What follows belongs to an exercise in optimizing a design on an open flow for small area, a short achievable clock period and few clock cycles per item; a production flow would make more cautious choices. Where RTL was checked, it was by simulation tests only, not by an equivalence proof against the original. For runs 1 and 2, only the layout was checked, not whether the RTL still works. Power and IR drop assume default switching activity.

### flow/design.v
module securec_core (
    input  wire       clk,
    input  wire       rst,       
    input  wire       we,        
    input  wire [4:0] addr,      
    input  wire [7:0] wdata,     
    output reg  [7:0] rdata,     
    output reg        trig       
);
    localparam [1:0] ST_FIN  = 2'd0;    
    localparam [1:0] ST_MZ   = 2'd1;    
    localparam [1:0] ST_SQR  = 2'd2;    
    localparam [1:0] ST_MUL  = 2'd3;    
    reg [1:0] st;
    reg       done;
    reg       err_mz;
    reg       err_ill;
    reg [7:0] res;        
    reg       tag_exp;    
    reg       one;        
    reg [7:0] ib0, ib1, ib2, ib3, ib4, ib5, ib6, ib7;
    function [16:0] add16;
        input [15:0] x;
        input [15:0] y;
        reg [15:0] g, p, G, P;
        begin
            g = x & y;
            p = x ^ y;
            G = g; P = p;
            G[1] = G[1] | (P[1] & G[0]); P[1] = P[1] & P[0];
            G[3] = G[3] | (P[3] & G[2]); P[3] = P[3] & P[2];
            G[5] = G[5] | (P[5] & G[4]); P[5] = P[5] & P[4];
            G[7] = G[7] | (P[7] & G[6]); P[7] = P[7] & P[6];
            G[9] = G[9] | (P[9] & G[8]); P[9] = P[9] & P[8];
            G[11] = G[11] | (P[11] & G[10]); P[11] = P[11] & P[10];
            G[13] = G[13] | (P[13] & G[12]); P[13] = P[13] & P[12];
            G[15] = G[15] | (P[15] & G[14]); P[15] = P[15] & P[14];
            G[2] = G[2] | (P[2] & G[1]); P[2] = P[2] & P[1];
            G[3] = G[3] | (P[3] & G[1]); P[3] = P[3] & P[1];
            G[6] = G[6] | (P[6] & G[5]); P[6] = P[6] & P[5];
            G[7] = G[7] | (P[7] & G[5]); P[7] = P[7] & P[5];
            G[10] = G[10] | (P[10] & G[9]); P[10] = P[10] & P[9];
            G[11] = G[11] | (P[11] & G[9]); P[11] = P[11] & P[9];
            G[14] = G[14] | (P[14] & G[13]); P[14] = P[14] & P[13];
            G[15] = G[15] | (P[15] & G[13]); P[15] = P[15] & P[13];
            G[4] = G[4] | (P[4] & G[3]); P[4] = P[4] & P[3];
            G[5] = G[5] | (P[5] & G[3]); P[5] = P[5] & P[3];
            G[6] = G[6] | (P[6] & G[3]); P[6] = P[6] & P[3];
            G[7] = G[7] | (P[7] & G[3]); P[7] = P[7] & P[3];
            G[12] = G[12] | (P[12] & G[11]); P[12] = P[12] & P[11];
            G[13] = G[13] | (P[13] & G[11]); P[13] = P[13] & P[11];
            G[14] = G[14] | (P[14] & G[11]); P[14] = P[14] & P[11];
            G[15] = G[15] | (P[15] & G[11]); P[15] = P[15] & P[11];
            G[8] = G[8] | (P[8] & G[7]); P[8] = P[8] & P[7];
            G[9] = G[9] | (P[9] & G[7]); P[9] = P[9] & P[7];
            G[10] = G[10] | (P[10] & G[7]); P[10] = P[10] & P[7];
            G[11] = G[11] | (P[11] & G[7]); P[11] = P[11] & P[7];
            G[12] = G[12] | (P[12] & G[7]); P[12] = P[12] & P[7];
            G[13] = G[13] | (P[13] & G[7]); P[13] = P[13] & P[7];
            G[14] = G[14] | (P[14] & G[7]); P[14] = P[14] & P[7];
            G[15] = G[15] | (P[15] & G[7]); P[15] = P[15] & P[7];
            add16[0] = p[0];
            add16[15:1] = p[15:1] ^ G[14:0];
            add16[16] = G[15];
        end
    endfunction
    function [10:0] sub10;
        input [9:0] x;
        input [9:0] y;
        reg [9:0] g, p, G, P;
        begin
            g = x & ~y;
            p = ~(x ^ y);
            G = g; P = p;
            G[0] = g[0] | p[0];
            G[1] = G[1] | (P[1] & G[0]); P[1] = P[1] & P[0];
            G[3] = G[3] | (P[3] & G[2]); P[3] = P[3] & P[2];
            G[5] = G[5] | (P[5] & G[4]); P[5] = P[5] & P[4];
            G[7] = G[7] | (P[7] & G[6]); P[7] = P[7] & P[6];
            G[9] = G[9] | (P[9] & G[8]); P[9] = P[9] & P[8];
            G[2] = G[2] | (P[2] & G[1]); P[2] = P[2] & P[1];
            G[3] = G[3] | (P[3] & G[1]); P[3] = P[3] & P[1];
            G[6] = G[6] | (P[6] & G[5]); P[6] = P[6] & P[5];
            G[7] = G[7] | (P[7] & G[5]); P[7] = P[7] & P[5];
            G[4] = G[4] | (P[4] & G[3]); P[4] = P[4] & P[3];
            G[5] = G[5] | (P[5] & G[3]); P[5] = P[5] & P[3];
            G[6] = G[6] | (P[6] & G[3]); P[6] = P[6] & P[3];
            G[7] = G[7] | (P[7] & G[3]); P[7] = P[7] & P[3];
            G[8] = G[8] | (P[8] & G[7]); P[8] = P[8] & P[7];
            G[9] = G[9] | (P[9] & G[7]); P[9] = P[9] & P[7];
            sub10[0] = ~p[0];
            sub10[9:1] = p[9:1] ^ G[8:0];
            sub10[10] = ~G[9];
        end
    endfunction
    function [15:0] mul8;
        input [7:0] a;
        input [7:0] b;
        reg [15:0] s, c;
        reg w1, w2, w3, w4, w5, w6, w7, w8, w9, w10, w11, w12, w13, w14, w15, w16, w17, w18, w19, w20, w21, w22, w23, w24, w25, w26, w27, w28, w29, w30, w31, w32, w33, w34, w35, w36, w37, w38, w39, w40, w41, w42, w43, w44, w45, w46, w47, w48, w49, w50, w51, w52, w53, w54, w55, w56, w57, w58, w59, w60, w61, w62, w63, w64, w65, w66, w67, w68, w69, w70, w71, w72, w73, w74, w75, w76, w77, w78, w79, w80, w81, w82, w83, w84;
        begin
            w1 = (a[0] & b[6]) ^ (a[1] & b[5]); w2 = (a[0] & b[6]) & (a[1] & b[5]);
            w3 = (a[0] & b[7]) ^ (a[1] & b[6]) ^ (a[2] & b[5]); w4 = ((a[0] & b[7]) & (a[1] & b[6])) | ((a[0] & b[7]) & (a[2] & b[5])) | ((a[1] & b[6]) & (a[2] & b[5]));
            w5 = (a[3] & b[4]) ^ (a[4] & b[3]); w6 = (a[3] & b[4]) & (a[4] & b[3]);
            w7 = (a[1] & b[7]) ^ (a[2] & b[6]) ^ (a[3] & b[5]); w8 = ((a[1] & b[7]) & (a[2] & b[6])) | ((a[1] & b[7]) & (a[3] & b[5])) | ((a[2] & b[6]) & (a[3] & b[5]));
            w9 = (a[4] & b[4]) ^ (a[5] & b[3]); w10 = (a[4] & b[4]) & (a[5] & b[3]);
            w11 = (a[2] & b[7]) ^ (a[3] & b[6]) ^ (a[4] & b[5]); w12 = ((a[2] & b[7]) & (a[3] & b[6])) | ((a[2] & b[7]) & (a[4] & b[5])) | ((a[3] & b[6]) & (a[4] & b[5]));
            w13 = (a[0] & b[4]) ^ (a[1] & b[3]); w14 = (a[0] & b[4]) & (a[1] & b[3]);
            w15 = (a[0] & b[5]) ^ (a[1] & b[4]) ^ (a[2] & b[3]); w16 = ((a[0] & b[5]) & (a[1] & b[4])) | ((a[0] & b[5]) & (a[2] & b[3])) | ((a[1] & b[4]) & (a[2] & b[3]));
            w17 = (a[3] & b[2]) ^ (a[4] & b[1]); w18 = (a[3] & b[2]) & (a[4] & b[1]);
            w19 = (a[2] & b[4]) ^ (a[3] & b[3]) ^ (a[4] & b[2]); w20 = ((a[2] & b[4]) & (a[3] & b[3])) | ((a[2] & b[4]) & (a[4] & b[2])) | ((a[3] & b[3]) & (a[4] & b[2]));
            w21 = (a[5] & b[1]) ^ (a[6] & b[0]) ^ w1; w22 = ((a[5] & b[1]) & (a[6] & b[0])) | ((a[5] & b[1]) & w1) | ((a[6] & b[0]) & w1);
            w23 = (a[5] & b[2]) ^ (a[6] & b[1]) ^ (a[7] & b[0]); w24 = ((a[5] & b[2]) & (a[6] & b[1])) | ((a[5] & b[2]) & (a[7] & b[0])) | ((a[6] & b[1]) & (a[7] & b[0]));
            w25 = w2 ^ w3 ^ w5; w26 = (w2 & w3) | (w2 & w5) | (w3 & w5);
            w27 = (a[6] & b[2]) ^ (a[7] & b[1]) ^ w4; w28 = ((a[6] & b[2]) & (a[7] & b[1])) | ((a[6] & b[2]) & w4) | ((a[7] & b[1]) & w4);
            w29 = w6 ^ w7 ^ w9; w30 = (w6 & w7) | (w6 & w9) | (w7 & w9);
            w31 = (a[5] & b[4]) ^ (a[6] & b[3]) ^ (a[7] & b[2]); w32 = ((a[5] & b[4]) & (a[6] & b[3])) | ((a[5] & b[4]) & (a[7] & b[2])) | ((a[6] & b[3]) & (a[7] & b[2]));
            w33 = w8 ^ w10 ^ w11; w34 = (w8 & w10) | (w8 & w11) | (w10 & w11);
            w35 = (a[3] & b[7]) ^ (a[4] & b[6]) ^ (a[5] & b[5]); w36 = ((a[3] & b[7]) & (a[4] & b[6])) | ((a[3] & b[7]) & (a[5] & b[5])) | ((a[4] & b[6]) & (a[5] & b[5]));
            w37 = (a[6] & b[4]) ^ (a[7] & b[3]) ^ w12; w38 = ((a[6] & b[4]) & (a[7] & b[3])) | ((a[6] & b[4]) & w12) | ((a[7] & b[3]) & w12);
            w39 = (a[4] & b[7]) ^ (a[5] & b[6]) ^ (a[6] & b[5]); w40 = ((a[4] & b[7]) & (a[5] & b[6])) | ((a[4] & b[7]) & (a[6] & b[5])) | ((a[5] & b[6]) & (a[6] & b[5]));
            w41 = (a[0] & b[3]) ^ (a[1] & b[2]); w42 = (a[0] & b[3]) & (a[1] & b[2]);
            w43 = (a[2] & b[2]) ^ (a[3] & b[1]) ^ (a[4] & b[0]); w44 = ((a[2] & b[2]) & (a[3] & b[1])) | ((a[2] & b[2]) & (a[4] & b[0])) | ((a[3] & b[1]) & (a[4] & b[0]));
            w45 = (a[5] & b[0]) ^ w14 ^ w15; w46 = ((a[5] & b[0]) & w14) | ((a[5] & b[0]) & w15) | (w14 & w15);
            w47 = w16 ^ w18 ^ w19; w48 = (w16 & w18) | (w16 & w19) | (w18 & w19);
            w49 = w20 ^ w22 ^ w23; w50 = (w20 & w22) | (w20 & w23) | (w22 & w23);
            w51 = w24 ^ w26 ^ w27; w52 = (w24 & w26) | (w24 & w27) | (w26 & w27);
            w53 = w28 ^ w30 ^ w31; w54 = (w28 & w30) | (w28 & w31) | (w30 & w31);
            w55 = w32 ^ w34 ^ w35; w56 = (w32 & w34) | (w32 & w35) | (w34 & w35);
            w57 = (a[7] & b[4]) ^ w36 ^ w38; w58 = ((a[7] & b[4]) & w36) | ((a[7] & b[4]) & w38) | (w36 & w38);
            w59 = (a[5] & b[7]) ^ (a[6] & b[6]) ^ (a[7] & b[5]); w60 = ((a[5] & b[7]) & (a[6] & b[6])) | ((a[5] & b[7]) & (a[7] & b[5])) | ((a[6] & b[6]) & (a[7] & b[5]));
            w61 = (a[0] & b[2]) ^ (a[1] & b[1]); w62 = (a[0] & b[2]) & (a[1] & b[1]);
            w63 = (a[2] & b[1]) ^ (a[3] & b[0]) ^ w41; w64 = ((a[2] & b[1]) & (a[3] & b[0])) | ((a[2] & b[1]) & w41) | ((a[3] & b[0]) & w41);
            w65 = w13 ^ w42 ^ w43; w66 = (w13 & w42) | (w13 & w43) | (w42 & w43);
            w67 = w17 ^ w44 ^ w45; w68 = (w17 & w44) | (w17 & w45) | (w44 & w45);
            w69 = w21 ^ w46 ^ w47; w70 = (w21 & w46) | (w21 & w47) | (w46 & w47);
            w71 = w25 ^ w48 ^ w49; w72 = (w25 & w48) | (w25 & w49) | (w48 & w49);
            w73 = w29 ^ w50 ^ w51; w74 = (w29 & w50) | (w29 & w51) | (w50 & w51);
            w75 = w33 ^ w52 ^ w53; w76 = (w33 & w52) | (w33 & w53) | (w52 & w53);
            w77 = w37 ^ w54 ^ w55; w78 = (w37 & w54) | (w37 & w55) | (w54 & w55);
            w79 = w39 ^ w56 ^ w57; w80 = (w39 & w56) | (w39 & w57) | (w56 & w57);
            w81 = w40 ^ w58 ^ w59; w82 = (w40 & w58) | (w40 & w59) | (w58 & w59);
            w83 = (a[6] & b[7]) ^ (a[7] & b[6]) ^ w60; w84 = ((a[6] & b[7]) & (a[7] & b[6])) | ((a[6] & b[7]) & w60) | ((a[7] & b[6]) & w60);
            s = 16'd0; c = 16'd0;
            s[0] = (a[0] & b[0]);
            s[1] = (a[0] & b[1]);
            c[1] = (a[1] & b[0]);
            s[2] = (a[2] & b[0]);
            c[2] = w61;
            s[3] = w62;
            c[3] = w63;
            s[4] = w64;
            c[4] = w65;
            s[5] = w66;
            c[5] = w67;
            s[6] = w68;
            c[6] = w69;
            s[7] = w70;
            c[7] = w71;
            s[8] = w72;
            c[8] = w73;
            s[9] = w74;
            c[9] = w75;
            s[10] = w76;
            c[10] = w77;
            s[11] = w78;
            c[11] = w79;
            s[12] = w80;
            c[12] = w81;
            s[13] = w82;
            c[13] = w83;
            s[14] = (a[7] & b[7]);
            c[14] = w84;
            mul8 = add16(s, c);
        end
    endfunction
    function [7:0] modmul;
        input [7:0] a;
        input [7:0] b;
        input [7:0] n;
        reg [15:0] p;
        reg [9:0]  x, n3;
        reg [10:0] t1, t2, t3;
        integer    i;
        begin
            p  = mul8(a, b);
            n3 = {2'b00, n} + {1'b0, n, 1'b0};
            x  = {2'b00, p[15:8]};
            for (i = 3; i >= 0; i = i - 1) begin
                x  = {x[7:0], p[2*i+1], p[2*i]};
                t1 = sub10(x, {2'b00, n});
                t2 = sub10(x, {1'b0, n, 1'b0});
                t3 = sub10(x, n3);
                if (!t3[10])      x = t3[9:0];
                else if (!t2[10]) x = t2[9:0];
                else if (!t1[10]) x = t1[9:0];
            end
            modmul = x[7:0];
        end
    endfunction
    wire       cmd_write = we && (addr == 5'h00) && !trig;
    wire [7:0] mul_a     = !trig ? 8'd1 : (st[0] ? res : ib0);
    wire [7:0] mm        = modmul(mul_a, ib0, ib2);
    wire [7:0] cmp_or = (ib0 ^ 8'h69) | (ib1 ^ 8'h6E) | (ib2 ^ 8'h66) | (ib3 ^ 8'h69) |
                        (ib4 ^ 8'h6E) | (ib5 ^ 8'h65) | (ib6 ^ 8'h6F) | (ib7 ^ 8'h6E);
    wire ib_write = we && !trig && (addr[4:3] == 2'b10);
    wire [7:0] e_shr = {1'b0, ib1[7:1]};
    always @(posedge clk) begin
        if (ib_write) begin
            case (addr[2:0])
                3'd0: ib0 <= wdata;
                3'd1: ib1 <= wdata;
                3'd2: ib2 <= wdata;
                3'd3: ib3 <= wdata;
                3'd4: ib4 <= wdata;
                3'd5: ib5 <= wdata;
                3'd6: ib6 <= wdata;
                default: ib7 <= wdata;
            endcase
        end else if (cmd_write && wdata == 8'h01) begin
            ib0 <= mm;
            ib1 <= e_shr;
        end else if (trig && st == ST_SQR) begin
            ib0 <= mm;
            if (!ib1[0] || one) ib1 <= e_shr;
        end else if (trig && st == ST_MUL) begin
            ib1 <= e_shr;
        end
    end
    always @(posedge clk) begin
        if (rst) begin
            trig    <= 1'b0;
            done    <= 1'b0;
            err_mz  <= 1'b0;
            err_ill <= 1'b0;
        end else if (!trig) begin
            if (cmd_write) begin
                done    <= 1'b0;
                err_mz  <= 1'b0;
                err_ill <= 1'b0;
                if (wdata[7:2] != 6'd0) begin
                    err_ill <= 1'b1;
                end else begin
                    trig    <= 1'b1;
                    tag_exp <= !wdata[1];
                    st      <= ST_FIN;
                    case (wdata[1:0])
                        2'b00: res <= 8'h3E;
                        2'b01: begin
                            if (ib2 == 8'd0)
                                st <= ST_MZ;
                            else if (e_shr != 8'd0)
                                st <= ST_SQR;
                            res <= ib1[0] ? mm : 8'd1;
                            one <= !ib1[0];
                        end
                        2'b10: res <= {7'd0, cmp_or == 8'd0};
                        default: res <= cmp_or;
                    endcase
                end
            end
        end else begin
            case (st)
                ST_FIN: begin
                    trig <= 1'b0;
                    done <= 1'b1;
                end
                ST_MZ: begin
                    trig   <= 1'b0;
                    err_mz <= 1'b1;
                end
                ST_SQR: begin
                    if (ib1[0]) begin
                        if (one) begin
                            res <= mm;
                            one <= 1'b0;
                            if (e_shr == 8'd0) begin
                                trig <= 1'b0;
                                done <= 1'b1;
                            end
                        end else begin
                            st <= ST_MUL;
                        end
                    end
                end
                default: begin
                    res <= mm;
                    if (e_shr == 8'd0) begin
                        trig <= 1'b0;
                        done <= 1'b1;
                    end else begin
                        st <= ST_SQR;
                    end
                end
            endcase
        end
    end
    always @(*) begin
        case (addr)
            5'h01:   rdata = {3'd0, err_ill, err_mz, err_ill | err_mz, done, trig};
            5'h02:   rdata = res;
            5'h03:   rdata = {6'b011100, tag_exp, 1'b0};
            default: rdata = 8'h00;
        endcase
    end
endmodule
### flow/flow/run.sh
#!/bin/bash
# The standard layout (standard.sh), with two changes of setting:
# - plain buffers (buf_2) on the input and output ports, not the delay
#   buffer that buffer_ports picks by default;
# - timing repair aimed at a setup slack of 22 ns, so that it works on the
#   paths of the period the design reaches, not only on the clock period.
# The make output goes to standard.log; ORFS's own logs are under orfs/logs.
set -euo pipefail
bash standard.sh "BUFFER_PORTS_ARGS=-buffer_cell sky130_fd_sc_hd__buf_2" SETUP_SLACK_MARGIN=22 finish > standard.log 2>&1
### flow/standard.sh
#!/bin/bash
# synth_recipe.tcl (not shown) runs the flow's synth.tcl, then flattens the netlist and writes it again
# the make line also repeats each setting of config.mk as NAME=value (left out here)
make -C /OpenROAD-flow-scripts/flow DESIGN_CONFIG=/design/flow/config.mk WORK_HOME=/design/flow/orfs CLKGATE_MAP_FILE= SYNTH_SCRIPT=/design/flow/synth_recipe.tcl "${@:-finish}"
### flow/config.mk
export PLATFORM = sky130hd
export DESIGN_NAME = securec_core
export DESIGN_NICKNAME = securec_core
export VERILOG_FILES = /design/flow/design.v
export SDC_FILE = /design/flow/constraint.sdc
export NUM_CORES = 4
export LEC_CHECK = 0
export ABC_AREA = 1
export CAP_MARGIN = 20
export CORE_MARGIN = 2
export CORE_UTILIZATION = 40
export SLEW_MARGIN = 20
### flow/constraint.sdc
create_clock -name core_clock -period 38.0 [get_ports {clk}]
set_input_delay 7.6000 -clock core_clock [delete_from_list [all_inputs] [get_ports {clk}]]
set_output_delay 7.6000 -clock core_clock [all_outputs]
set_load 0.01 [all_outputs]
==> flow_metrics.tcl, run 1 <==
set metrics [dict create \
    dieArea_mm2 0.02585 \
    io_pins 25 \
    hold_ws_ns 0.5008 \
    path_buf_inv 5 \
    ir_drop_mv 0.02606 \
    synth_compound_area_share_pct 11.48 \
    clkSinkCount 80 \
    die_w_um 160.8 \
    holdPathStages 2 \
    hold_path_end "done$_SDFFE_PP0P_" \
    core_area_mm2 0.02425 \
    path_clk_slew_ns 0.07 \
    cts_buffers 9 \
    antenna_found_initial 0 \
    status "timing/DRC/antenna clean" \
    worst_setup_path_end_kind "primary output" \
    drive_gt1_share_pct 10.41 \
    drc_errors 0 \
    clockBufferDepth 2 \
    synth_simple_gate_area_share_pct 22.23 \
    max_stage_delay_ns 0.15 \
    start_util_pct 40.55 \
    syn_to_final_growth_pct 9.836 \
    synth_fp_nets 1400 \
    cpLargestDelayFamily "buffers and inverters" \
    hp-start "done$_SDFFE_PP0P_" \
    seq_area_frac_synth_pct 24.02 \
    synthFlopType "edfxtp_1" \
    grt_start_max_net_pins 17 \
    root_buffer "clkbuf_16" \
    synth_fa_ha_area_share_pct 30.49 \
    timing.slew.headroom_pct 45.78 \
    finalHoldViolCount 0 \
    min_path_type "register to register" \
    rsz0062_at_grt "yes" \
    ctsHtreeMaxLevel 3 \
    fmax_ghz 0.06224 \
    power_density_mw_per_mm2 25.94 \
    cts_tree "yes" \
    arrival_ns 8.47 \
    worstSetupStartpointType "input port" \
    ys_ff_latch 80 \
    first_global_vias 7643 \
    finalCritPeriodShare_pct 42.28 \
    port-buffer-count 24 \
    worstPathCellList "buf_8, nor2_4, inv_2, nor2_4, inv_4, buf_4, o221ai_2, buf_2" \
    reg2reg_depth 68 \
    final_util_pct 44.54 \
    drt_iter0_markers 596 \
    netlist_instances 1187 \
    fin_tns_setup_ns 0 \
    num_vias 8010 \
    crit_top_cell "nor2_4" \
    finalPower_uw 280.1 \
    r2r_end "ib0[7]$_DFFE_PP_" \
    final_common_cell "nand2_1" \
    avgSynthCellArea_um2 8.284 \
    viasPerCell 5.158 \
    async_reset_ff_share_pct 0 \
    startpoint "addr[2]" \
    hold_buffers 0 \
    fp.dieH_um 160.8 \
    grt_pass1_wl_mm 40.00 \
    layout.nets 1437 \
    gp_congestion 0.8581 \
    yosysWarnings 1 \
    synth_edf_count 76 \
    wl_per_cell_um 16.01 \
    dr.pass1.iters 8 \
    clk_latency_ns 0.33 \
    grtUsageTotal_pct 19.44 \
    drtAntennaViolNets 0 \
    hpwl_mm 20.03 \
    grt_remaining_overflow 0 \
    r2r_start "trig$_SDFF_PP0_" \
    tightest_slew_ns 0.8103 \
    netlist_area_mm2 0.009833 \
    synth_xor_area_share_pct 4.364 \
    worstPathRequired_ns 30.40 \
    path_class "input port to primary output" \
    wl_mm 24.86 \
    r2r_slack_ns 23.49 \
    period_minus_slack_ns 16.07 \
    diodes 0 \
    worst_slack_ns 21.93 \
    crit_cells 8 \
    place_ws_ns 21.73 \
    finClkSkew_ns 0.01085 \
    cp_slowest_cell "o221ai_2" \
    slew_violations 0 \
    synthMuxAreaShare_pct 0.1145 \
    maxCapViolCount 0 \
    yosysUniqueCellTypes 52 \
    num_rows 57 \
    synth_top_family_by_area "adder cells" \
    p_leak_nw 5.235 \
    mostFrequentLayoutCells "nand2_1 (237), inv_1 (160), ha_1 (126), nor2_1 (95), a21oi_1 (85)" \
    setup-violations-final 0 \
    path_max_fanout 3 \
]
## worst min-delay path: stages, from the launching register on
cell and delay (ns):
dfxtp_1 0.32, nor2_1 0.09, a211oi_1 0.05
## through the flow
stage,cells,area (um2)
2_1_floorplan,1187,9833
3_3_place_gp,1534,10380
3_5_place_dp,1534,10380
4_1_cts,1552,10750
5_1_grt,1553,10800
6_report,1553,10800
## cells by family (layout without fill, tap and decap cells)
logic type | count (synthesis) | count (layout)
AO/OA/AOI/OAI | 198 | 198
buffers and inverters | 186 | 228
AND/OR/NAND/NOR | 476 | 476
XOR/XNOR | 49 | 49
adder cells (fa/ha/maj) | 197 | 197
multiplexers | 1 | 1
flip-flops | 80 | 80
## worst max path at each step
stage,to
after floorplan,rdata[1]
after global placement,rdata[1]
after detailed placement,rdata[1]
after CTS,rdata[1]
after global routing,rdata[1]
final,rdata[1]
## flip-flops by register name, indices dropped and copies added, names as in the netlist
register  flops
ib0           8
ib5           8
err_ill       1
st            2
ib6           8
res           8
ib2           8
ib7           8
trig          1
one           1
ib3           8
ib1           8
ib4           8
tag_exp       1
err_mz        1
done          1
## power breakdown
part / total [mW] / internal [mW] / switching, mW
registers: 0.101 / 0.0994 / 0.00155
logic: 0.0914 / 0.0338 / 0.0576
clock network: 0.0877 / 0.0520 / 0.0358
## metal layers
layer / GRT usage (%) / vias up / part of all wire, %
met4: 5.844 / 0 / 3.0
met3: 1.730 / 38 / 3.1
li1: - / 4038 / -
met1: 27.91 / 3756 / 49
met5: 0 / - / 0
met2: 31.29 / 178 / 45
## final cells by class
class                           instances  area [um2]
Tap cell                              324       405.4
Timing Repair Buffer                   36       232.7
Fill cell                            2427       13450
Multi-Input combinational cell        921        6824
Clock buffer                           10       229.0
Sequential cell                        80        2362
Inverter                              176       671.9
Clock inverter                          6       75.07
## Yosys cell counts (2+ instances only)
cell / instances / area share [%]
ha_1: 126 / 16
nor2_1: 101 / 3.9
nand4_1: 10 / 0.64
o211ai_1: 6 / 0.46
o21ai_1: 15 / 0.76
inv_1: 167 / 6.4
fa_1: 71 / 14
inv_2: 4 / 0.15
nand2_2: 8 / 0.51
edfxtp_1: 76 / 23
dfxtp_1: 4 / 0.81
a211oi_1: 2 / 0.15
a31oi_1: 6 / 0.38
nor2_2: 2 / 0.13
nand2_4: 6 / 0.69
nor3_1: 8 / 0.41
nor4_1: 10 / 0.64
a22oi_1: 3 / 0.23
clkinv_1: 2 / 0.076
o21bai_1: 12 / 0.92
xor2_1: 22 / 2.0
a21oi_1: 87 / 4.4
a21o_1: 15 / 1.1
nand2_1: 239 / 9.1
o21ai_0: 42 / 2.1
or2_2: 15 / 0.95
xnor2_1: 27 / 2.4
nand3_1: 60 / 3.1
nand3_4: 4 / 0.71
nor2_8: 2 / 0.41
a21oi_2: 3 / 0.27
nand3_2: 5 / 0.51
clkbuf_1: 8 / 0.31
## repair_timing
item	4_1_cts	5_1_grt
pin swaps	6	4
setup buffers	2	1
setup endpoints to repair	8	24
gates resized for setup	18	16
==> run 2: changes to the inputs <==
--- a/flow/config.mk
+++ b/flow/config.mk
@@ -9,4 +9,4 @@
 export CAP_MARGIN = 20
 export CORE_MARGIN = 2
-export CORE_UTILIZATION = 40
+export CORE_UTILIZATION = 60
 export SLEW_MARGIN = 20
==> run 2 against run 1 <==
Against the previous run: maximum frequency decreased by 0.29%; register-to-register slack got worse by 0.03 ns; critical path depth unchanged; count of clock-buffer cells in the layout decreased by 1; largest cell class unchanged; non-clock buffer count decreased by 6; largest power group unchanged; via count increased by 3.6%; critical path type unchanged.
==> flow_metrics.tcl, run 2 <==
set metrics [dict create \
    clockBufferDepth 2 \
    mostFrequentLayoutCells "nand2_1 (238), inv_1 (160), ha_1 (126), nor2_1 (95), a21oi_1 (86)" \
    maxCapViolCount 0 \
    startpoint "addr[0]" \
    synth_top_area_cell "edfxtp_1" \
    num_vias 8295 \
    ir_drop_mv 0.03558 \
    power_density_mw_per_mm2 26.22 \
    die_w_um 132.0 \
    holdPathStages 2 \
    port-buffer-count 24 \
    hold_ws_ns 0.4915 \
    path_class "input port to primary output" \
    io_pins 25 \
    diodes 0 \
    period_minus_slack_ns 16.11 \
    worstSetupStartpointType "input port" \
    avgSynthCellArea_um2 8.284 \
    num_rows 46 \
    dieArea_mm2 0.01743 \
    min_path_type "register to register" \
    fin_tns_setup_ns 0 \
    clk_latency_ns 0.34 \
    cts_buffers 9 \
    ctsHtreeMaxLevel 3 \
    worstPathRequired_ns 30.40 \
    drtAntennaViolNets 0 \
    netlist_area_mm2 0.009833 \
    drt_iter0_markers 805 \
    synthTopCellsByArea "edfxtp_1 (23%), ha_1 (16%), fa_1 (14%), nand2_1 (9.1%), inv_1 (6.4%)" \
    core_area_mm2 0.01594 \
    grt_start_max_net_pins 17 \
    clkSinkCount 80 \
    finalCritPeriodShare_pct 42.40 \
    path_max_fanout 6 \
    antenna_found_initial 0 \
    tightest_slew_ns 1.023 \
    layout.nets 1431 \
    p_leak_nw 5.203 \
    arrival_ns 8.51 \
    first_global_vias 7958 \
    final_util_pct 66.50 \
    finClkSkew_ns 0.006663 \
    finalPower_uw 278.0 \
    cts_tree "yes" \
    path_clk_slew_ns 0.06 \
    rsz0062_at_grt "yes" \
    timing.slew.headroom_pct 31.28 \
    reg2reg_depth 69 \
    wl_per_cell_um 17.64 \
    start_util_pct 61.68 \
    yosysMostFrequentCell "nand2_1" \
    yosysUniqueCellTypes 52 \
    synth_common_cells "nand2_1 (239), inv_1 (167), ha_1 (126)" \
    hold_path_end "err_mz$_SDFFE_PP0P_" \
    hpwl_mm 20.20 \
    setup-violations-final 0 \
    fp.dieH_um 132.0 \
    r2r_end "res[0]$_DFFE_PP_" \
    slew_violations 0 \
    drc_errors 0 \
    r2r_start "trig$_SDFF_PP0_" \
    hold_buffers 0 \
    grtUsageTotal_pct 30.11 \
    fmax_ghz 0.06206 \
    synth.top_cell.area_share_pct 23.21 \
    final_common_cell "nand2_1" \
    drive_gt1_share_pct 9.648 \
    synth_edf_count 76 \
    grt_remaining_overflow 0 \
    synthFlopType "edfxtp_1" \
    root_buffer "clkbuf_16" \
    gp_congestion 0.9191 \
    synth_fp_nets 1400 \
    ys_ff_latch 80 \
    r2r_slack_ns 23.46 \
    async_reset_ff_share_pct 0 \
    yosysWarnings 1 \
    grt_pass1_wl_mm 41.48 \
    syn_to_final_growth_pct 7.813 \
    hp-start "err_mz$_SDFFE_PP0P_" \
    dr.pass1.iters 5 \
    status "timing/DRC/antenna clean" \
    seq_area_frac_synth_pct 24.02 \
    viasPerCell 5.764 \
    worst_setup_path_end_kind "primary output" \
    netlist_instances 1187 \
    finalHoldViolCount 0 \
    wl_mm 25.38 \
]
## run 2: changes by cell type in the layout (fill, tap and decap cells not counted), sizes merged
cell,before,now
buf,35,30
clkbuf,11,9
clkinvlp,1,0
clkinv,5,8
inv,175,174
## run 2: per-layer routing
layer	GRT usage (%)	part of all wire (%)
met1	44.64	46
met2	47.40	46
met3	4.114	6.4
met4	6.280	1.6
met5	0	0
## run 2: stage by stage
| step | setup WS [ns] | std cells | cell area [um2] |
|---|---|---|---|
| CTS | 21.86 | 1439 | 10570 |
| floorplan | 22.03 | 1187 | 9833 |
| global placement | 21.72 | 1420 | 10210 |
| detailed placement | 21.64 | 1420 | 10210 |
| finish | 21.89 | 1439 | 10600 |
| global route | 21.82 | 1439 | 10600 |
## run 2: cells by family (layout without fill, tap and decap cells)
logic type	after synthesis	in the layout	share of synthesized area, %
AND/OR/NAND/NOR	476	476	22.23
AO/OA/AOI/OAI	198	198	11.48
buffers and inverters	186	222	7.304
multiplexers	1	1	0.1145
XOR/XNOR	49	49	4.364
flip-flops	80	80	24.02
adder cells (fa/ha/maj)	197	197	30.49
## run 2: area by class of cell
cell class                 count  area (um2)
inverter                     176       671.9
fill                        1425        5341
tap                          216       270.3
timing repair buffer          30       187.7
clock inverter                 7       68.82
sequential                    80        2362
clock buffer                   9       225.2
multi-input combinational    921        6815
## run 2: how the worst max path moves through the flow
stage               endpoint  cells after the start
floorplan           rdata[1]                      7
global placement    rdata[1]                      9
detailed placement  rdata[1]                      9
CTS                 rdata[1]                      9
global route        rdata[1]                      9
finish              rdata[1]                      8
## run 2: power by group
| group | internal (mW) | leakage [nW] | total [mW] | switching [mW] |
|---|---|---|---|---|
| Clock | 0.0508 | 0.145 | 0.0857 | 0.0348 |
| Combinational | 0.0341 | 4.34 | 0.0911 | 0.0570 |
| Sequential | 0.0995 | 0.717 | 0.101 | 0.00177 |
| Total | 0.184 | 5.20 | 0.278 | 0.0936 |
## run 2: worst max-delay path, cell delays in order
cell	delay, ns
buf_2	0.16
inv_2	0.07
nor2_2	0.10
inv_2	0.07
nor2_4	0.13
inv_2	0.06
o221ai_2	0.16
buf_2	0.17
## run 2: what timing repair did
item                                    4_1_cts  5_1_grt
endpoints found under the setup margin        8        8
gates cloned                                  0        0
pin swaps                                     6        5
buffers inserted                              3        0
gates resized for setup                      17       13
==> run 3: changes to the inputs <==
--- a/flow/design.v
+++ b/flow/design.v
@@ -206,4 +206,5 @@
     wire ib_write = we && !trig && (addr[4:3] == 2'b10);
     wire [7:0] e_shr = {1'b0, ib1[7:1]};
+    wire       b01   = (ib0[7:1] == 7'd0);    
     always @(posedge clk) begin
         if (ib_write) begin
@@ -271,5 +272,9 @@
                 end
                 ST_SQR: begin
-                    if (ib1[0]) begin
+                    if (b01) begin
+                        if (one || !ib0[0]) res <= ib0;
+                        trig <= 1'b0;
+                        done <= 1'b1;
+                    end else if (ib1[0]) begin
                         if (one) begin
                             res <= mm;
@@ -286,5 +291,5 @@
                 default: begin
                     res <= mm;
-                    if (e_shr == 8'd0) begin
+                    if (e_shr == 8'd0 || b01) begin
                         trig <= 1'b0;
                         done <= 1'b1;
--- a/flow/config.mk
+++ b/flow/config.mk
@@ -9,4 +9,4 @@
 export CAP_MARGIN = 20
 export CORE_MARGIN = 2
-export CORE_UTILIZATION = 60
+export CORE_UTILIZATION = 40
 export SLEW_MARGIN = 20
==> run 3 against run 2 <==
Against the previous run: final cell count is 11% higher; critical path depth is 1 lower; first-iteration DRC count is 12% lower.
==> flow_metrics.tcl, run 3 <==
set metrics [dict create \
    status "timing/DRC/antenna clean" \
    startpoint "addr[2]" \
    core_area_mm2 0.02496 \
    timing.slew.headroom_pct 43.09 \
    ys_ff_latch 80 \
    setup-violations-final 0 \
    worst_slack_ns 22.01 \
    cts_buffers 9 \
    tightest_slew_ns 0.8505 \
    p_leak_nw 5.404 \
    path_clk_slew_ns 0.07 \
    finalCritPeriodShare_pct 42.08 \
    hold_buffers 0 \
    drt_iter0_markers 706 \
    arrival_ns 8.39 \
    hpwl_mm 20.65 \
    grt_remaining_overflow 0 \
    yosysWarnings 1 \
    finClkSkew_ns 0.01297 \
    min_path_type "register to register" \
    netlist_instances 1223 \
    diodes 0 \
    netlist_area_mm2 0.01006 \
    rsz0062_at_grt "yes" \
    dieArea_mm2 0.02643 \
    endpoint "rdata[4]" \
    synth_edf_count 76 \
    syn_to_final_growth_pct 9.765 \
    synth_top_area_cell "edfxtp_1" \
    reg2reg_depth 72 \
    path_class "input port to primary output" \
    synthTopCellsByArea "edfxtp_1 (23%), ha_1 (16%), fa_1 (14%), nand2_1 (8.5%), inv_1 (6.9%)" \
    worstPathCellList "buf_8, nor2_4, nand2_4, nor2_4, nand2_2, o21ai_1, buf_2" \
    clockBufferDepth 2 \
    maxCapViolCount 0 \
    num_vias 8227 \
    async_reset_ff_share_pct 0 \
    synth_fp_nets 1436 \
    ctsHtreeMaxLevel 3 \
    worstSetupStartpointType "input port" \
    root_buffer "clkbuf_16" \
    wl_mm 25.83 \
    cp_slowest_cell "nor2_4" \
    ir_drop_mv 0.02923 \
    r2r_start "trig$_SDFF_PP0_" \
    r2r_slack_ns 23.39 \
    clk_latency_ns 0.33 \
    grtUsageTotal_pct 20.03 \
    synth.top_cell.area_share_pct 22.69 \
    place_ws_ns 21.81 \
    die_w_um 162.6 \
    io_pins 25 \
    final_common_cell "nand2_1" \
    fp.dieH_um 162.6 \
    drtAntennaViolNets 0 \
    avgSynthCellArea_um2 8.224 \
    synthFlopType "edfxtp_1" \
    finalHoldViolCount 0 \
    r2r_end "res[2]$_DFFE_PP_" \
    period_minus_slack_ns 15.99 \
    drive_gt1_share_pct 11.13 \
    viasPerCell 5.152 \
    start_util_pct 40.29 \
    yosysUniqueCellTypes 52 \
    layout.nets 1475 \
    synth_common_cells "nand2_1 (229), inv_1 (186), ha_1 (126)" \
    max_stage_delay_ns 0.17 \
    first_global_vias 7931 \
    num_rows 58 \
    port-buffer-count 24 \
    worstPathRequired_ns 30.40 \
    drc_errors 0 \
    yosysMostFrequentCell "nand2_1" \
    gp_congestion 0.8768 \
    antenna_found_initial 0 \
    cts_tree "yes" \
    crit_top_cell "nor2_4" \
    worst_setup_path_end_kind "primary output" \
    power_density_mw_per_mm2 26.25 \
    dr.pass1.iters 5 \
    grt_start_max_net_pins 21 \
    grt_pass1_wl_mm 41.52 \
    slew_violations 0 \
    wl_per_cell_um 16.17 \
    seq_area_frac_synth_pct 23.49 \
    fmax_ghz 0.06254 \
    clkSinkCount 80 \
    path_max_fanout 4 \
    mostFrequentLayoutCells "nand2_1 (225), inv_1 (182), ha_1 (126), nor2_1 (109), a21oi_1 (89)" \
    fin_tns_setup_ns 0 \
]
run 3: changes by cell type after synthesis, moves of 10 or more:
cell	delta
nand2_2	+12
nand2_1	-10
nand3_1	-22
inv_1	+19
nor2_1	+13
run 3: layout make-up:
class | count | area [um2]
fill | 2515 | 13920
sequential | 80 | 2364
timing repair buffer | 40 | 269.0
clock inverter | 6 | 75.07
clock buffer | 10 | 229.0
inverter | 196 | 738.2
multi-input combinational | 935 | 6953
tap | 330 | 412.9
run 3: stage by stage:
step / util [%] / hold slack [ns] / instance area [um2] / instances / total power, mW
after floorplan: - / 0.4611 / 10060 / 1223 / 0.1789
after global placement: 42.42 / 0.4922 / 10590 / 1574 / 0.2001
after detailed placement: 42.44 / 0.4892 / 10600 / 1574 / 0.2025
after CTS: 43.83 / 0.5098 / 10940 / 1591 / 0.2891
after global routing: 44.23 / 0.5623 / 11040 / 1597 / 0.3073
final: 44.23 / 0.5125 / 11040 / 1597 / 0.2898
run 3: worst max-delay path, delay by kind of cell:
family                 cells  cell delay [ns]
buffers and inverters      2             0.24
AO/OA/AOI/OAI              1             0.08
AND/OR/NAND/NOR            4             0.47
run 3: what timing repair did:
item,in CTS,in global routing
resized for setup,15,20
buffers inserted,1,6
pin swaps,5,9
cloned,0,0
setup endpoints to repair,6,24
run 3: how the worst min path moves through the flow:
stage	endpoint	from	slack [ns]	cells past startpoint
floorplan	err_mz$_SDFFE_PP0P_	err_mz$_SDFFE_PP0P_	0.46	2
global placement	err_ill$_SDFFE_PP0P_	err_ill$_SDFFE_PP0P_	0.49	2
detailed placement	err_ill$_SDFFE_PP0P_	err_ill$_SDFFE_PP0P_	0.49	2
CTS	err_ill$_SDFFE_PP0P_	err_ill$_SDFFE_PP0P_	0.51	2
global route	err_mz$_SDFFE_PP0P_	err_mz$_SDFFE_PP0P_	0.56	2
finish	err_ill$_SDFFE_PP0P_	err_ill$_SDFFE_PP0P_	0.51	2
run 3: power by group:
group          total [mW]  internal (mW)  switching [mW]
clock network      0.0871         0.0519          0.0351
registers           0.102         0.0995         0.00203
logic               0.101         0.0369          0.0643
run 3: kinds of logic (layout without fill, tap and decap cells):
logic type,after synthesis,after routing,share of synthesized area [%]
buffers and inverters,208,252,8.085
and+or+nand+nor,476,476,21.83
xor gates and xnor gates,55,55,4.789
muxes,1,1,0.09952
AOI/OAI and AO/OA,206,206,11.90
adders and majority gates,197,197,29.80
DFF,80,80,23.49
run 3: metal layers:
| layer | wire length, um | global-route usage [%] |
|---|---|---|
| met1 | 12130 | 27.98 |
| met2 | 12360 | 33.87 |
| met3 | 889 | 1.553 |
| met4 | 450 | 4.907 |
| met5 | 0 | 0 |
Testbench counts of run 3, summed over its fixed seeds: cycles 15,360, cmds 1,280.
==> run 4: changes to the inputs <==
--- a/flow/design.v
+++ b/flow/design.v
@@ -26,5 +26,5 @@
         begin
             g = x & y;
-            p = x ^ y;
+            p = x | y;
             G = g; P = p;
             G[1] = G[1] | (P[1] & G[0]); P[1] = P[1] & P[0];
@@ -60,38 +60,9 @@
             G[14] = G[14] | (P[14] & G[7]); P[14] = P[14] & P[7];
             G[15] = G[15] | (P[15] & G[7]); P[15] = P[15] & P[7];
-            add16[0] = p[0];
-            add16[15:1] = p[15:1] ^ G[14:0];
+            add16[0] = x[0] ^ y[0];
+            add16[15:1] = (x[15:1] ^ G[14:0]) ^ y[15:1];
             add16[16] = G[15];
         end
     endfunction
-    function [10:0] sub10;
-        input [9:0] x;
-        input [9:0] y;
-        reg [9:0] g, p, G, P;
-        begin
-            g = x & ~y;
-            p = ~(x ^ y);
-            G = g; P = p;
-            G[0] = g[0] | p[0];
-            G[1] = G[1] | (P[1] & G[0]); P[1] = P[1] & P[0];
-            G[3] = G[3] | (P[3] & G[2]); P[3] = P[3] & P[2];
-            G[5] = G[5] | (P[5] & G[4]); P[5] = P[5] & P[4];
-            G[7] = G[7] | (P[7] & G[6]); P[7] = P[7] & P[6];
-            G[9] = G[9] | (P[9] & G[8]); P[9] = P[9] & P[8];
-            G[2] = G[2] | (P[2] & G[1]); P[2] = P[2] & P[1];
-            G[3] = G[3] | (P[3] & G[1]); P[3] = P[3] & P[1];
-            G[6] = G[6] | (P[6] & G[5]); P[6] = P[6] & P[5];
-            G[7] = G[7] | (P[7] & G[5]); P[7] = P[7] & P[5];
-            G[4] = G[4] | (P[4] & G[3]); P[4] = P[4] & P[3];
-            G[5] = G[5] | (P[5] & G[3]); P[5] = P[5] & P[3];
-            G[6] = G[6] | (P[6] & G[3]); P[6] = P[6] & P[3];
-            G[7] = G[7] | (P[7] & G[3]); P[7] = P[7] & P[3];
-            G[8] = G[8] | (P[8] & G[7]); P[8] = P[8] & P[7];
-            G[9] = G[9] | (P[9] & G[7]); P[9] = P[9] & P[7];
-            sub10[0] = ~p[0];
-            sub10[9:1] = p[9:1] ^ G[8:0];
-            sub10[10] = ~G[9];
-        end
-    endfunction
     function [15:0] mul8;
         input [7:0] a;
@@ -175,4 +146,31 @@
         end
     endfunction
+    function [9:0] sub9;
+        input [8:0] x;
+        input [8:0] y;
+        reg [8:0] g, p, G, P;
+        begin
+            g = x & y;
+            p = x | y;
+            G = g; P = p;
+            G[0] = g[0] | p[0];
+            G[1] = G[1] | (P[1] & G[0]); P[1] = P[1] & P[0];
+            G[3] = G[3] | (P[3] & G[2]); P[3] = P[3] & P[2];
+            G[5] = G[5] | (P[5] & G[4]); P[5] = P[5] & P[4];
+            G[7] = G[7] | (P[7] & G[6]); P[7] = P[7] & P[6];
+            G[2] = G[2] | (P[2] & G[1]); P[2] = P[2] & P[1];
+            G[3] = G[3] | (P[3] & G[1]); P[3] = P[3] & P[1];
+            G[6] = G[6] | (P[6] & G[5]); P[6] = P[6] & P[5];
+            G[7] = G[7] | (P[7] & G[5]); P[7] = P[7] & P[5];
+            G[4] = G[4] | (P[4] & G[3]); P[4] = P[4] & P[3];
+            G[5] = G[5] | (P[5] & G[3]); P[5] = P[5] & P[3];
+            G[6] = G[6] | (P[6] & G[3]); P[6] = P[6] & P[3];
+            G[7] = G[7] | (P[7] & G[3]); P[7] = P[7] & P[3];
+            G[8] = G[8] | (P[8] & G[7]); P[8] = P[8] & P[7];
+            sub9[0] = ~(x[0] ^ y[0]);
+            sub9[8:1] = (x[8:1] ^ G[7:0]) ^ y[8:1];
+            sub9[9] = ~G[8];
+        end
+    endfunction
     function [7:0] modmul;
         input [7:0] a;
@@ -182,18 +180,33 @@
         reg [9:0]  x, n3;
         reg [10:0] t1, t2, t3;
-        integer    i;
+        reg [9:0]  u;
         begin
             p  = mul8(a, b);
             n3 = {2'b00, n} + {1'b0, n, 1'b0};
             x  = {2'b00, p[15:8]};
-            for (i = 3; i >= 0; i = i - 1) begin
-                x  = {x[7:0], p[2*i+1], p[2*i]};
-                t1 = sub10(x, {2'b00, n});
-                t2 = sub10(x, {1'b0, n, 1'b0});
-                t3 = sub10(x, n3);
-                if (!t3[10])      x = t3[9:0];
-                else if (!t2[10]) x = t2[9:0];
-                else if (!t1[10]) x = t1[9:0];
-            end
+            u  = {1'b0, x[7:0], p[7]};
+            t1[9:0] = sub9(u[8:0], ~{1'b0, n});
+            x  = t1[9] ? u : {1'b0, t1[8:0]};
+            u  = {1'b0, x[7:0], p[6]};
+            t1[9:0] = sub9(u[8:0], ~{1'b0, n});
+            x  = t1[9] ? u : {1'b0, t1[8:0]};
+            u  = {1'b0, x[7:0], p[5]};
+            t1[9:0] = sub9(u[8:0], ~{1'b0, n});
+            x  = t1[9] ? u : {1'b0, t1[8:0]};
+            u  = {1'b0, x[7:0], p[4]};
+            t1[9:0] = sub9(u[8:0], ~{1'b0, n});
+            x  = t1[9] ? u : {1'b0, t1[8:0]};
+            u  = {1'b0, x[7:0], p[3]};
+            t1[9:0] = sub9(u[8:0], ~{1'b0, n});
+            x  = t1[9] ? u : {1'b0, t1[8:0]};
+            u  = {1'b0, x[7:0], p[2]};
+            t1[9:0] = sub9(u[8:0], ~{1'b0, n});
+            x  = t1[9] ? u : {1'b0, t1[8:0]};
+            u  = {1'b0, x[7:0], p[1]};
+            t1[9:0] = sub9(u[8:0], ~{1'b0, n});
+            x  = t1[9] ? u : {1'b0, t1[8:0]};
+            u  = {1'b0, x[7:0], p[0]};
+            t1[9:0] = sub9(u[8:0], ~{1'b0, n});
+            x  = t1[9] ? u : {1'b0, t1[8:0]};
             modmul = x[7:0];
         end
--- a/flow/config.mk
+++ b/flow/config.mk
@@ -10,3 +10,4 @@
 export CORE_MARGIN = 2
 export CORE_UTILIZATION = 40
+export CTS_BUF_LIST = sky130_fd_sc_hd__clkbuf_8
 export SLEW_MARGIN = 20
==> run 4 against run 3 <==
Against the previous run: still clean on timing, DRC and antenna; sequential power rose by 21%; first-iteration DRC count fell by 20%; hold slack got worse by 0.033 ns; wire length fell by 6.5%; critical path depth rose by 2; clock power fell by 16%; worst setup slack got worse by 0.15 ns; sequential cell count did not move; utilization fell by 0.77 points.
==> flow_metrics.tcl, run 4 <==
set metrics [dict create \
    wl_per_cell_um 13.77 \
    path_clk_slew_ns 0.08 \
    final_cell_count_no_fill 1753 \
    dpl.cell_count 1735 \
    ir_drop_mv 0.04973 \
    period_minus_slack_ns 16.14 \
    avgSynthCellArea_um2 6.673 \
    rsz0062_at_grt "yes" \
    fin_tns_setup_ns 0 \
    start_util_pct 40.39 \
    n_fill_cell 2483 \
    status "timing/DRC/antenna clean" \
    ctsHtreeMaxLevel 3 \
    clkSinkCount 80 \
    yosysWarnings 1 \
    fp.dieH_um 157.5 \
    multi_input_area_mm2 0.005962 \
    async_reset_ff_share_pct 0 \
    synth_fp_nets 1494 \
    yosysUniqueCellTypes 51 \
    drc_errors 0 \
    hpwl_mm 19.40 \
    reg2reg_depth 90 \
    io_pins 25 \
    arrival_ns 8.54 \
    seq_area_frac_synth_pct 25.07 \
    register_area_mm2 0.002364 \
    cpLargestDelayFamily "buffers and inverters" \
    worst_setup_path_end_kind "primary output" \
    gp_congestion 0.8688 \
    path_max_fanout 3 \
    port-buffer-count 24 \
    drtAntennaViolNets 0 \
    cp_slowest_cell "nor2_4" \
    ys_ff_latch 80 \
    diodes 0 \
    min_path_type "register to register" \
    root_buffer "clkbuf_8" \
    synth_common_cells "nand2_1 (431), inv_1 (244), nand3_1 (150)" \
    mostFrequentLayoutCells "nand2_1 (428), inv_1 (241), nand3_1 (150), nor2_1 (128), edfxtp_1 (76)" \
    die_w_um 157.5 \
    worstSetupStartpointType "input port" \
    viasPerCell 4.975 \
    dieArea_mm2 0.02480 \
    dr.pass1.iters 5 \
    max_stage_delay_ns 0.16 \
    r2r_slack_ns 23.54 \
    tightest_slew_ns 0.8687 \
    worstPathRequired_ns 30.40 \
    grt_remaining_overflow 0 \
    slew_violations 0 \
    antenna_found_initial 0 \
    grt_pass1_wl_mm 40.81 \
    holdPathStages 2 \
    path_buf_inv 5 \
    drive_gt1_share_pct 10.74 \
    maxCapViolCount 0 \
    syn_to_final_growth_pct 7.596 \
    fmax_ghz 0.06195 \
    clk_latency_ns 0.36 \
    grtUsageTotal_pct 20.47 \
    netlist_area_mm2 0.009423 \
    core_area_mm2 0.02333 \
    finClkSkew_ns 0.005392 \
    clockBufferDepth 2 \
    synthTopCellsByArea "edfxtp_1 (24%), nand2_1 (17%), fa_1 (11%), inv_1 (9.7%), nand3_1 (8.0%)" \
    layout.nets 1512 \
    first_global_vias 8473 \
    synth.top_cell.area_share_pct 24.22 \
    finalHoldViolCount 0 \
    synth_edf_count 76 \
    netlist_instances 1412 \
    grt_start_max_net_pins 22 \
    cts_tree "yes" \
    synth_top_area_cell "edfxtp_1" \
    timing.slew.headroom_pct 41.48 \
    finalCritPeriodShare_pct 42.48 \
    synthFlopType "edfxtp_1" \
    worstPathCellList "buf_6, nor2_2, inv_1, nor2_2, inv_2, nor2_4, inv_2, o211ai_1, buf_2" \
    num_rows 56 \
    final_common_cell "nand2_1" \
    setup-violations-final 0 \
    yosysMostFrequentCell "nand2_1" \
    path_class "input port to primary output" \
    drt_iter0_markers 566 \
    p_leak_nw 5.181 \
    power_density_mw_per_mm2 73.56 \
    wl_mm 24.14 \
    num_vias 8722 \
    cts_buffers 9 \
    crit_cells 9 \
]
run 4: layout make-up:
class,count,share of cell area [%]
Clock inverter,6,1.074
Inverter,259,9.589
Clock buffer,9,1.222
Tap cell,319,3.937
Sequential cell,80,23.31
Multi-Input combinational cell,1046,58.81
Timing Repair Buffer,34,2.061
run 4: metrics by stage:
step	cell area [um2]	utilization, %	hold WS (ns)	power, mW	worst slack [ns]
floorplan	9425	-	0.4332	0.5673	22.02
global placement	9818	42.08	0.4721	0.6657	21.63
detailed placement	9823	42.10	0.4686	0.6713	21.66
CTS	10090	43.26	0.4816	0.7469	21.82
global route	10140	43.45	0.5141	0.8292	21.77
finish	10140	43.45	0.4792	0.7458	21.86
run 4: cells by family after synthesis:
logic type	count (synthesis)	share of synthesized area, %
simple gates	853	41.24
buf+inv	286	12.14
compound gates	97	6.015
flops	80	25.07
fa+ha+maj	66	12.75
xor+xnor	30	2.788
run 4: worst paths after layout:
kind                  endpoint              start
max                   rdata[1]            addr[3]
min reg2reg  done$_SDFFE_PP0P_  done$_SDFFE_PP0P_
min          done$_SDFFE_PP0P_  done$_SDFFE_PP0P_
max reg2reg   res[5]$_DFFE_PP_    trig$_SDFF_PP0_
run 4: per-layer routing:
layer	vias to the layer above	track usage [%]	share of wire [%]	wire, um
met5	-	0	0	0
met4	0	4.459	1.6	392
met3	29	2.313	3.7	895
met2	172	36.68	49	11900
met1	4020	26.51	45	10950
li1	4501	-	-	-
run 4: worst min-delay path, delay by kind of cell, from the launching register on:
| kind | cells | cell delay [ns] |
|---|---|---|
| AO/OA/AOI/OAI | 1 | 0.06 |
| buffers and inverters | 1 | 0.06 |
| flip-flops | 1 | 0.31 |
run 4: repair_timing:
item                                    4_1_cts  5_1_grt
hold buffers                                  0        0
cloned                                        0        0
pin swaps                                     5        5
endpoints found under the setup margin        8       24
buffers inserted                              1        2
gates resized for setup                      11        9
run 4: power breakdown:
group / leakage [nW] / total [mW] / internal [mW] / switching (mW)
Combinational: 4.35 / 0.550 / 0.182 / 0.368
Sequential: 0.722 / 0.123 / 0.114 / 0.00921
Clock: 0.109 / 0.0730 / 0.0430 / 0.0300
Testbench counts of run 4, summed over its fixed seeds: cycles 15,360, cmds 1,280.
==> run 5: changes to the inputs <==
--- a/flow/config.mk
+++ b/flow/config.mk
@@ -11,3 +11,5 @@
 export CORE_UTILIZATION = 40
 export CTS_BUF_LIST = sky130_fd_sc_hd__clkbuf_8
+export CTS_CLUSTER_DIAMETER = 100
+export CTS_CLUSTER_SIZE = 30
 export SLEW_MARGIN = 20
==> run 5 against run 4 <==
Against the previous run: via count did not move; total power stayed put; combinational power about the same; sequential power about the same; critical path depth stayed put; hold slack unchanged; worst setup slack is the same; global-route usage is the same; largest cell class unchanged; die area unchanged; largest power group unchanged; synthesized cell count is the same; final cell count unchanged.
==> flow_metrics.tcl, run 5 <==
set metrics [dict create \
    grt_remaining_overflow 0 \
    multi_input_area_mm2 0.005962 \
    yosysWarnings 1 \
    avgSynthCellArea_um2 6.673 \
    dr.pass1.iters 5 \
    ir_drop_mv 0.04973 \
    rsz0062_at_grt "yes" \
    cp_slowest_cell "nor2_4" \
    hold_ws_ns 0.4792 \
    antenna_found_initial 0 \
    crit_cells 9 \
    synth_top_area_cell "edfxtp_1" \
    drt_iter0_markers 566 \
    dpl_cell_area_mm2 0.009823 \
    mostFrequentLayoutCells "nand2_1 (428), inv_1 (241), nand3_1 (150), nor2_1 (128), edfxtp_1 (76)" \
    drtAntennaViolNets 0 \
    cpLargestDelayFamily "buffers and inverters" \
    max_stage_delay_ns 0.16 \
    path_max_fanout 3 \
    ys_ff_latch 80 \
    viasPerCell 4.975 \
    tightest_slew_ns 0.8687 \
    seq_area_frac_synth_pct 25.07 \
    power_density_mw_per_mm2 73.56 \
    fp.dieH_um 157.5 \
    worst_slack_ns 21.86 \
    netlist_instances 1412 \
    layout.nets 1512 \
    wl_mm 24.14 \
    cts_tree "yes" \
    async_reset_ff_share_pct 0 \
    synth_edf_count 76 \
    wl_per_cell_um 13.77 \
    min_path_type "register to register" \
    timing.slew.headroom_pct 41.48 \
    hpwl_mm 19.40 \
    dpl.cell_count 1735 \
    die_w_um 157.5 \
    worst_setup_path_end_kind "primary output" \
    status "timing/DRC/antenna clean" \
    yosysUniqueCellTypes 51 \
    first_global_vias 8473 \
    synthFlopType "edfxtp_1" \
    synth_common_cells "nand2_1 (431), inv_1 (244), nand3_1 (150)" \
    design_area_mm2 0.01014 \
    worstPathRequired_ns 30.40 \
    final_util_pct 43.45 \
    register_area_mm2 0.002364 \
    holdPathStages 2 \
    arrival_ns 8.54 \
    syn_to_final_growth_pct 7.596 \
    clkSinkCount 80 \
    ctsHtreeMaxLevel 3 \
    root_buffer "clkbuf_8" \
    n_fill_cell 2483 \
    finClkSkew_ns 0.005392 \
    diodes 0 \
    cts_buffers 9 \
    path_class "input port to primary output" \
    drc_errors 0 \
    clk_latency_ns 0.36 \
    worstSetupStartpointType "input port" \
    path_buf_inv 5 \
    synthTopCellsByArea "edfxtp_1 (24%), nand2_1 (17%), fa_1 (11%), inv_1 (9.7%), nand3_1 (8.0%)" \
    fin_tns_setup_ns 0 \
    period_minus_slack_ns 16.14 \
    num_rows 56 \
    final_common_cell "nand2_1" \
    maxCapViolCount 0 \
    fmax_ghz 0.06195 \
    start_util_pct 40.39 \
    final_cell_count_no_fill 1753 \
    synth.top_cell.area_share_pct 24.22 \
    place_ws_ns 21.66 \
    io_pins 25 \
    drive_gt1_share_pct 10.74 \
    port-buffer-count 24 \
    path_clk_slew_ns 0.08 \
    hold_buffers 0 \
    dieArea_mm2 0.02480 \
    reg2reg_depth 90 \
    grt_start_max_net_pins 22 \
    slew_violations 0 \
    clockBufferDepth 2 \
    setup-violations-final 0 \
    netlist_area_mm2 0.009423 \
    grtUsageTotal_pct 20.47 \
    core_area_mm2 0.02333 \
    p_leak_nw 5.181 \
    yosysMostFrequentCell "nand2_1" \
    grt_pass1_wl_mm 40.81 \
    finalPower_uw 745.8 \
    gp_congestion 0.8688 \
    finalCritPeriodShare_pct 42.48 \
    finalHoldViolCount 0 \
    num_vias 8722 \
    worstPathCellList "buf_6, nor2_2, inv_1, nor2_2, inv_2, nor2_4, inv_2, o211ai_1, buf_2" \
    synth_fp_nets 1494 \
]
## run 5: cell families after synthesis
logic type	after synthesis	share of synthesized area (%)
simple gates	853	41.24
buf+inv	286	12.14
compound gates	97	6.015
flops	80	25.07
fa+ha+maj	66	12.75
xor+xnor	30	2.788
## run 5: layout make-up
type / instances / share of cell area, %
tap: 319 / 3.937
inverter: 259 / 9.589
clock buffer: 9 / 1.222
clock inverter: 6 / 1.074
timing repair buffer: 34 / 2.061
multi-input combinational: 1046 / 58.81
sequential: 80 / 23.31
## run 5: metal layers
layer / up-vias / share of wire [%] / global-route usage (%)
met5: - / 0 / 0
met4: 0 / 1.6 / 4.459
met3: 29 / 3.7 / 2.313
met2: 172 / 49 / 36.68
met1: 4020 / 45 / 26.51
li1: 4501 / - / -
## run 5: final timing paths
check                                        from                 to  slack (ns)
worst min register to register  done$_SDFFE_PP0P_  done$_SDFFE_PP0P_        0.48
worst min-delay path            done$_SDFFE_PP0P_  done$_SDFFE_PP0P_        0.48
worst max-delay path                      addr[3]           rdata[1]       21.86
worst max register to register    trig$_SDFF_PP0_   res[5]$_DFFE_PP_       23.54
## run 5: report_power, final
| group | leakage [nW] | switching, mW | internal [mW] |
|---|---|---|---|
| combinational | 4.35 | 0.368 | 0.182 |
| sequential | 0.722 | 0.00921 | 0.114 |
| clock | 0.109 | 0.0300 | 0.0430 |
## run 5: repair_timing
action / in CTS / in global routing
endpoints found under the setup margin: 8 / 24
setup buffers: 1 / 2
pin swaps: 5 / 5
resized for setup: 11 / 9
## run 5: worst reg2reg max path: cells and delay by family (launching register included)
kind	cells	cell delay, ns
AO/OA/AOI/OAI	5	0.49
XOR/XNOR	4	0.66
adder cells (fa/ha/maj)	11	4.51
buffers and inverters	14	1.30
flip-flops	1	0.57
AND/OR/NAND/NOR	56	6.65
==> run 6: changes to the inputs <==
--- a/flow/config.mk
+++ b/flow/config.mk
@@ -12,4 +12,4 @@
 export CTS_BUF_LIST = sky130_fd_sc_hd__clkbuf_8
 export CTS_CLUSTER_DIAMETER = 100
-export CTS_CLUSTER_SIZE = 30
+export CTS_CLUSTER_SIZE = 50
 export SLEW_MARGIN = 20
==> run 6 against run 5 <==
Against the previous run: still clean on timing, DRC and antenna; clock skew did not move; synthesized cell count did not move; total power did not move; combinational power barely moved; critical path type unchanged; largest cell class unchanged; highest routed layer unchanged.
==> flow_metrics.tcl, run 6 <==
set metrics [dict create \
    status "timing/DRC/antenna clean" \
    path_max_fanout 3 \
    finalCritPeriodShare_pct 42.48 \
    setup-violations-final 0 \
    ir_drop_mv 0.04973 \
    finalHoldViolCount 0 \
    min_path_type "register to register" \
    wl_per_cell_um 13.77 \
    sequentialPowerShare_pct 16.5 \
    synth.top_cell.area_share_pct 24.22 \
    ys_ff_latch 80 \
    maxCapViolCount 0 \
    cts_tree "yes" \
    grtUsageTotal_pct 20.47 \
    worstSetupStartpointType "input port" \
    slew_violations 0 \
    clockBufferDepth 2 \
    netlist_instances 1412 \
    switchingPower_uw 407.4 \
    timing.slew.headroom_pct 41.48 \
    worstPathCellList "buf_6, nor2_2, inv_1, nor2_2, inv_2, nor2_4, inv_2, o211ai_1, buf_2" \
    fin_tns_setup_ns 0 \
    port-buffer-count 24 \
    diodes 0 \
    final_common_cell "nand2_1" \
    synth_top_area_cell "edfxtp_1" \
    tightest_slew_ns 0.8687 \
    arrival_ns 8.54 \
    num_vias 8722 \
    synthFlopType "edfxtp_1" \
    p_leak_nw 5.181 \
    clockPowerShare_pct 9.8 \
    hold_ws_ns 0.4792 \
    drive_gt1_share_pct 10.74 \
    synthTopCellsByArea "edfxtp_1 (24%), nand2_1 (17%), fa_1 (11%), inv_1 (9.7%), nand3_1 (8.0%)" \
    netlist_area_mm2 0.009423 \
    final_cell_count_no_fill 1753 \
    synth_edf_count 76 \
    ctsHtreeMaxLevel 3 \
    fmax_ghz 0.06195 \
    synth_common_cells "nand2_1 (431), inv_1 (244), nand3_1 (150)" \
    dieArea_mm2 0.02480 \
    hpwl_mm 19.40 \
    place_ws_ns 21.66 \
    seq_area_frac_synth_pct 25.07 \
    drtAntennaViolNets 0 \
    drt_iter0_markers 566 \
    yosysUniqueCellTypes 51 \
    cts_buffers 9 \
    power_frac_comb_pct 73.7 \
    path_class "input port to primary output" \
    worstPathRequired_ns 30.40 \
    finClkSkew_ns 0.005392 \
    dpl.cell_count 1735 \
    path_clk_slew_ns 0.08 \
    n_fill_cell 2483 \
    power_density_mw_per_mm2 73.56 \
    die_w_um 157.5 \
    wl_mm 24.14 \
    layout.nets 1512 \
    period_minus_slack_ns 16.14 \
    clkSinkCount 80 \
    root_buffer "clkbuf_8" \
    finalPower_uw 745.8 \
    antenna_found_initial 0 \
    hold_buffers 0 \
    fp.dieH_um 157.5 \
    yosysMostFrequentCell "nand2_1" \
    grt_start_max_net_pins 22 \
    mostFrequentLayoutCells "nand2_1 (428), inv_1 (241), nand3_1 (150), nor2_1 (128), edfxtp_1 (76)" \
    swShare_pct 54.63 \
    max_stage_delay_ns 0.16 \
    avgSynthCellArea_um2 6.673 \
    gp_congestion 0.8688 \
    drc_errors 0 \
    syn_to_final_growth_pct 7.596 \
    io_pins 25 \
    first_global_vias 8473 \
    viasPerCell 4.975 \
    core_area_mm2 0.02333 \
    async_reset_ff_share_pct 0 \
    cp_slowest_cell "nor2_4" \
    grt_remaining_overflow 0 \
    grt_pass1_wl_mm 40.81 \
    synth_fp_nets 1494 \
    rsz0062_at_grt "yes" \
    worst_setup_path_end_kind "primary output" \
    num_rows 56 \
    worst_slack_ns 21.86 \
    dr.pass1.iters 5 \
    clk_latency_ns 0.36 \
    internal-power_uw 338.4 \
    start_util_pct 40.39 \
    yosysWarnings 1 \
]
[run 6: cell counts in the layout (fill, tap and decap cells not counted)]
No cell type changed its count.
[run 6: metrics by stage]
stage / utilization (%) / cell area (um2)
3_5_place_dp: 42.10 / 9823
4_1_cts: 43.26 / 10090
5_1_grt: 43.45 / 10140
6_report: 43.45 / 10140
3_3_place_gp: 42.08 / 9818
2_1_floorplan: - / 9425
[run 6: worst max-delay path: cells and delay by family]
family,cells,cell delay [ns]
compound gates,1,0.15
buf+inv,5,0.43
simple gates,3,0.35
[run 6: path summary, 6_finish.rpt]
| kind | startpoint | to | slack, ns | cells past startpoint |
|---|---|---|---|---|
| worst max-delay path | addr[3] | rdata[1] | 21.86 | 9 |
| worst min-delay path | done$_SDFFE_PP0P_ | done$_SDFFE_PP0P_ | 0.48 | 2 |
| worst max register to register | trig$_SDFF_PP0_ | res[5]$_DFFE_PP_ | 23.54 | 90 |
| worst min register to register | done$_SDFFE_PP0P_ | done$_SDFFE_PP0P_ | 0.48 | 2 |
[run 6: cell type report]
| cell class | count | area (um2) | area share [%] |
|---|---|---|---|
| clock inverters | 6 | 108.9 | 1.074 |
| flip-flops and latches | 80 | 2364 | 23.31 |
| inverters | 259 | 972.2 | 9.589 |
| well taps | 319 | 399.1 | 3.937 |
| multi-input cells | 1046 | 5962 | 58.81 |
| repair buffers | 34 | 209.0 | 2.061 |
| clock buffers | 9 | 123.9 | 1.222 |
[run 6: power by group through the flow]
| stage | combinational, mW | sequential [mW] | clock (mW) |
|---|---|---|---|
| 2_1_floorplan | 0.448 | 0.120 | 0 |
| 3_3_place_gp | 0.541 | 0.124 | 0 |
| 3_5_place_dp | 0.547 | 0.124 | 0 |
| 4_1_cts | 0.550 | 0.122 | 0.0742 |
| 5_1_grt | 0.629 | 0.123 | 0.0771 |
| 6_report | 0.550 | 0.123 | 0.0730 |
[run 6: logic make-up (layout without fill, tap and decap cells)]
family          count (synthesis)  after routing  share of synthesized area, %
flops                          80             80                         25.07
xor+xnor                       30             30                         2.788
fa+ha+maj                      66             66                         12.75
compound gates                 97             97                         6.015
simple gates                  853            853                         41.24
buf+inv                       286            308                         12.14
[run 6: layer usage]
layer | GRT usage, % | vias to the layer above | wire [um] | share of wire (%)
met5 | 0 | - | 0 | 0
li1 | - | 4501 | - | -
met4 | 4.459 | 0 | 392 | 1.6
met2 | 36.68 | 172 | 11900 | 49
met1 | 26.51 | 4020 | 10950 | 45
met3 | 2.313 | 29 | 895 | 3.7
[run 6: what timing repair did]
action                                  4_1_cts  5_1_grt
endpoints found under the setup margin        8       24
pin swaps                                     5        5
resized for setup                            11        9
setup buffers                                 1        2

-- what the ideal ports hide --
How much do the figures lean on ideal ports? The routed layouts below were timed once more, with nothing changed but the port constraints. Step 1: set_driving_cell puts a clkbuf_16 on clk and a buf_2 on each other input, an assumption about the parent block. Step 2 moves the port delays by t, midway between the first and last clock arrival at a register: inputs arrive t later, outputs are due t later. That takes back most of the time a late clock gives input paths. a / b / c = no drivers / after step 1 / after step 2; a / b = the first two.
run	t (ns)	slack for setup (ns)	latest minus earliest clock arrival (ns)	worst data-port slew with drivers (ns)	cell pins on the clock port's net
run 1	0.362	21.934 / 21.894 / 21.894	0.011 / 0.011	0.05	1
run 2	0.373	21.887 / 21.854 / 21.854	0.008 / 0.008	0.05	1
run 3	0.364	22.010 / 21.971 / 21.971	0.012 / 0.013	0.05	1
run 4	0.385	21.858 / 21.823 / 21.823	0.007 / 0.006	0.05	1
run 5	0.385	21.858 / 21.823 / 21.823	0.007 / 0.006	0.05	1
run 6	0.385	21.858 / 21.823 / 21.823	0.007 / 0.006	0.05	1
After both steps every run listed still meets setup and hold. The setup slack of run 1, which loses most, moves by -0.040 ns with the drivers and by -0.040 ns with both steps.
